Source: an optimization exercise on an open RTL-to-GDS flow (aim: a short achievable clock period and few clock cycles). Production flows keep margins and buffers that such runs may drop.
Function was checked by simulation only, so behaviour that the tests miss may differ from the original.
No activity file was given, so power comes from the tool's default toggle rates.

## fjord
## msop_core
module msop_core (
    input  wire        clk,
    input  wire        rst,
    output wire [7:0]  imem_addr,
    input  wire [63:0] imem_data,
    output wire        dmem_re,
    output wire        dmem_we,
    output wire [7:0]  dmem_addr,
    output wire [31:0] dmem_wdata,
    input  wire [31:0] dmem_rdata,
    output wire        halted,
    output wire        aborted,
    output wire [1:0]  abort_cause,
    input  wire [3:0]  dbg_sel,
    output wire [31:0] dbg_val
);
    localparam OP_MUL  = 5'd0,  OP_ADD  = 5'd1,  OP_SUB  = 5'd2,  OP_DIV  = 5'd3;
    localparam OP_MULL = 5'd4,  OP_ADDL = 5'd5,  OP_SUBL = 5'd6,  OP_DIVL = 5'd7;
    localparam OP_LDI  = 5'd8,  OP_STI  = 5'd9,  OP_LDR  = 5'd10, OP_STR  = 5'd11;
    localparam OP_SET  = 5'd12, OP_BEZ  = 5'd13, OP_BGEZ = 5'd14, OP_BLEZ = 5'd15;
    localparam OP_BGTZ = 5'd16, OP_BLTZ = 5'd17, OP_RET  = 5'd18;
    localparam CAUSE_DIV0 = 2'd1, CAUSE_MEM = 2'd2;
    integer i;
    reg [31:0] regs [0:15];
    reg        halt_r;
    reg        abort_r;
    reg [1:0]  cause_r;
    wire       stop_r = halt_r | abort_r;
    reg        bht_taken [0:127];
    reg [7:0]  bht_tgt   [0:127];
    reg        d_valid;
    reg [7:0]  d_pc;
    reg        d_pred;           
    reg [7:0]  d_ptgt;           
    reg        skid_valid;       
    reg [63:0] skid_ir;
    reg        e_valid;
    reg [7:0]  e_pc;
    reg [3:0]  e_dst;
    reg [31:0] e_v1;             
    reg [31:0] e_v2;             
    reg [31:0] e_v3;             
    reg [7:0]  e_target;         
    reg        e_ok_t, e_ok_n;   
    reg        e_add, e_sub, e_set;           
    reg        e_mul, e_div, e_ld, e_st;
    reg        e_br, e_ret;
    reg [2:0]  e_cond;           
    reg        dv_busy;          
    reg [3:0]  dv_dst;
    reg        wb_valid;         
    reg [3:0]  wb_dst;
    reg [31:0] wb_q;
    reg        wb_neg;
    reg [3:0]  dv_cnt;           
    reg [31:0] dv_r;             
    reg [31:0] dv_s;             
    reg [35:0] dv_odd [0:7];           
    reg        dv_neg;
    reg        m_valid;
    reg        m_ld;
    reg [3:0]  m_dst;
  ...
Size: about 20000 cells after synthesis, ~2300 flip-flops, roughly 190 I/O pins.
Settings: LEC_CHECK=0, ABC_CLOCK_PERIOD_IN_PS=5000, CAP_MARGIN=20, CORE_MARGIN=2, CORE_UTILIZATION=40, PLACE_DENSITY=0.6, SETUP_SLACK_MARGIN=5, SLEW_MARGIN=20; clock period 13.0 ns.
run.sh (not shown) runs the stock make flow with config.mk's settings and CLKGATE_MAP_FILE= SYNTH_SCRIPT=/design/flow/synth_recipe.tcl, a recipe that flattens the netlist after the stock synthesis.
fjord closes out successfully: all stages finished, all timing, DRC and antenna checks passed.
Testbench counts of fjord, summed over its fixed seeds: cycles 120,507.
Inputs modified between fjord and amber:
--- a/flow/design.v
+++ b/flow/design.v
@@ -23,19 +23,21 @@
     integer i;
     reg [31:0] regs [0:15];
     reg        halt_r;
     reg        abort_r;
     reg [1:0]  cause_r;
     wire       stop_r = halt_r | abort_r;
     reg        bht_taken [0:127];
+    reg        bht_seen  [0:127];     
     reg [7:0]  bht_tgt   [0:127];
     reg        d_valid;
     reg [7:0]  d_pc;
     reg        d_pred;           
     reg [7:0]  d_ptgt;           
+    reg        d_seen;           
     reg        skid_valid;       
     reg [63:0] skid_ir;
     reg        e_valid;
     reg [7:0]  e_pc;
     reg [3:0]  e_dst;
     reg [31:0] e_v1;             
     reg [31:0] e_v2;             
@@ -218,17 +220,17 @@
                     (d_uses_c & (fc == dv_dst)))) |
                   (d_wr_unsafe & e_valid & e_div & (fa == e_dst)) |
                   (d_wr_unsafe & dv_busy & (fa == dv_dst));
     wire d_adv = d_valid & !e_hold & !hazard & !mispredict & !stop_r;
     wire d_kills = d_adv & d_wr_safe & !abort_now;
     wire [7:0] d_pc1   = d_pc + 8'd1;
     wire [7:0] d_pnext = d_pred ? d_ptgt : d_pc1;
-    wire [7:0] nx_t    = e_ok_t ? d_pnext : e_target;    
-    wire [7:0] nx_n    = e_ok_n ? d_pnext : e_pc1;       
-    wire [7:0] fetch   = !(e_valid & !stop_r) ? d_pnext : br_taken ? nx_t : nx_n;
+    wire       btfn    = d_valid & !d_seen & d_is_br & (d_target <= d_pc);
+    wire [7:0] d_pnx   = btfn ? d_target : d_pnext;
+    wire [7:0] fetch   = mispredict ? (br_taken ? e_target : e_pc1) : d_pnx;
     always @(posedge clk) begin
         if (rst) begin
             halt_r     <= 1'b0;
             abort_r    <= 1'b0;
             cause_r    <= 2'd0;
             d_valid    <= 1'b0;
             d_pc       <= 8'hff;
@@ -236,16 +238,18 @@
             skid_valid <= 1'b0;
             e_valid    <= 1'b0;
             dv_busy    <= 1'b0;
             wb_valid   <= 1'b0;
             m_valid    <= 1'b0;
             for (i = 0; i < 16; i = i + 1)
                 regs[i] <= 32'd0;
-            for (i = 0; i < 128; i = i + 1)
+            for (i = 0; i < 128; i = i + 1) begin
                 bht_taken[i] <= 1'b0;
+                bht_seen[i]  <= 1'b0;
+            end
         end else begin
             if (wb_valid)
                 regs[wb_dst] <= wb_res;
             wb_valid <= 1'b0;
             if (dv_busy) begin
                 dv_cnt <= dv_cnt - 4'd1;
                 dv_r   <= dv_r_next;
@@ -280,14 +284,15 @@
                     halt_r <= 1'b1;
                 if (abort_now) begin
                     abort_r <= 1'b1;
                     cause_r <= (e_div & div0) ? CAUSE_DIV0 : CAUSE_MEM;
                 end
                 if (e_valid & e_br) begin
                     bht_taken[e_pc[6:0]] <= taken;
+                    bht_seen[e_pc[6:0]]  <= 1'b1;
                     bht_tgt[e_pc[6:0]]   <= e_target;
                 end
                 m_valid <= e_valid & (e_ld | e_mul);
                 m_dst   <= e_dst;
                 m_ld    <= e_ld;
                 m_x     <= mul_s;        
                 m_y     <= mul_c;
@@ -295,16 +300,16 @@
                     e_valid  <= d_adv;
                     e_pc     <= d_pc;
                     e_dst    <= fa;
                     e_v1     <= rB;
                     e_v2     <= d_uses_c ? rC : imm;
                     e_v3     <= rA;
                     e_target <= d_target;
-                    e_ok_t   <= d_pred ? (d_ptgt == d_target) : (d_pc1 == d_target);
-                    e_ok_n   <= d_pred ? (d_ptgt == d_pc1) : 1'b1;
+                    e_ok_t   <= btfn | (d_pred ? (d_ptgt == d_target) : (d_pc1 == d_target));
+                    e_ok_n   <= btfn ? (d_target == d_pc1) : d_pred ? (d_ptgt == d_pc1) : 1'b1;
                     e_add    <= (op == OP_ADD) || (op == OP_ADDL);
                     e_sub    <= (op == OP_SUB) || (op == OP_SUBL);
                     e_set    <= (op == OP_SET);
                     e_mul    <= (op == OP_MUL) || (op == OP_MULL);
                     e_div    <= (op == OP_DIV) || (op == OP_DIVL);
                     e_ld     <= (op == OP_LDI) || (op == OP_LDR);
                     e_st     <= (op == OP_STI) || (op == OP_STR);
@@ -314,14 +319,15 @@
                 end
                 skid_ir <= ir;
                 if (mispredict || !d_valid || d_adv) begin
                     d_valid    <= 1'b1;
                     d_pc       <= fetch;
                     d_pred     <= bht_taken[fetch[6:0]];
                     d_ptgt     <= bht_tgt[fetch[6:0]];
+                    d_seen     <= bht_seen[fetch[6:0]];
                     skid_valid <= 1'b0;
                 end else begin
                     skid_valid <= 1'b1;
                 end
             end
         end
     end
Findings:
- amber: number of DRC markers in iteration 0 higher than fjord
- Total power: amber above fjord
- Going from fjord to amber, final area grew by a few percent.
- Where setup slack is concerned, fjord is outperformed by amber.
- All of amber and fjord finish clean.
- [compare] base=fjord new=amber: final critical-path required period went down by 0.021 ns; number of diodes went down by 1; number of enable-type register cells in the synthesized netlist was more or less identical.
- Number of instances in the synthesized netlist: amber and fjord compared, lower one is fjord
- Diff fjord -> amber: portion of total power attributed to the clock network now sits lower; clock-buffer cell count picked up an extra 30; initial antenna violation count lost 9.
Testbench counts of amber, summed over its fixed seeds: cycles 119,427.

==> separate check: timing with driven ports <==
The flow's constraints put no driver on any port. The routed layouts listed below were extracted and timed again, unchanged, in two steps. Step 1: set_driving_cell puts a clkbuf_16 on clk and a buf_2 on each other input, an assumption about the parent block. Step 2 also shifts input and output timing later by t, the mid clock arrival at the registers, as if the neighbouring blocks saw the same clock. Three values: no drivers, after step 1, after step 2; two values: the first two.
| run | t (ns) | slack for setup (ns) | worst hold slack (ns) |
|---|---|---|---|
| fjord | 1.060 | 4.894 / 4.823 / 4.683 | 0.431 / 0.431 / 0.431 |
| amber | 1.102 | 4.915 / 4.795 / 4.119 | 0.422 / 0.422 / 0.422 |
After both steps setup and hold are still met in every run listed. The setup slack of amber, which loses most, moves by -0.120 ns with the drivers and by -0.796 ns with both steps.
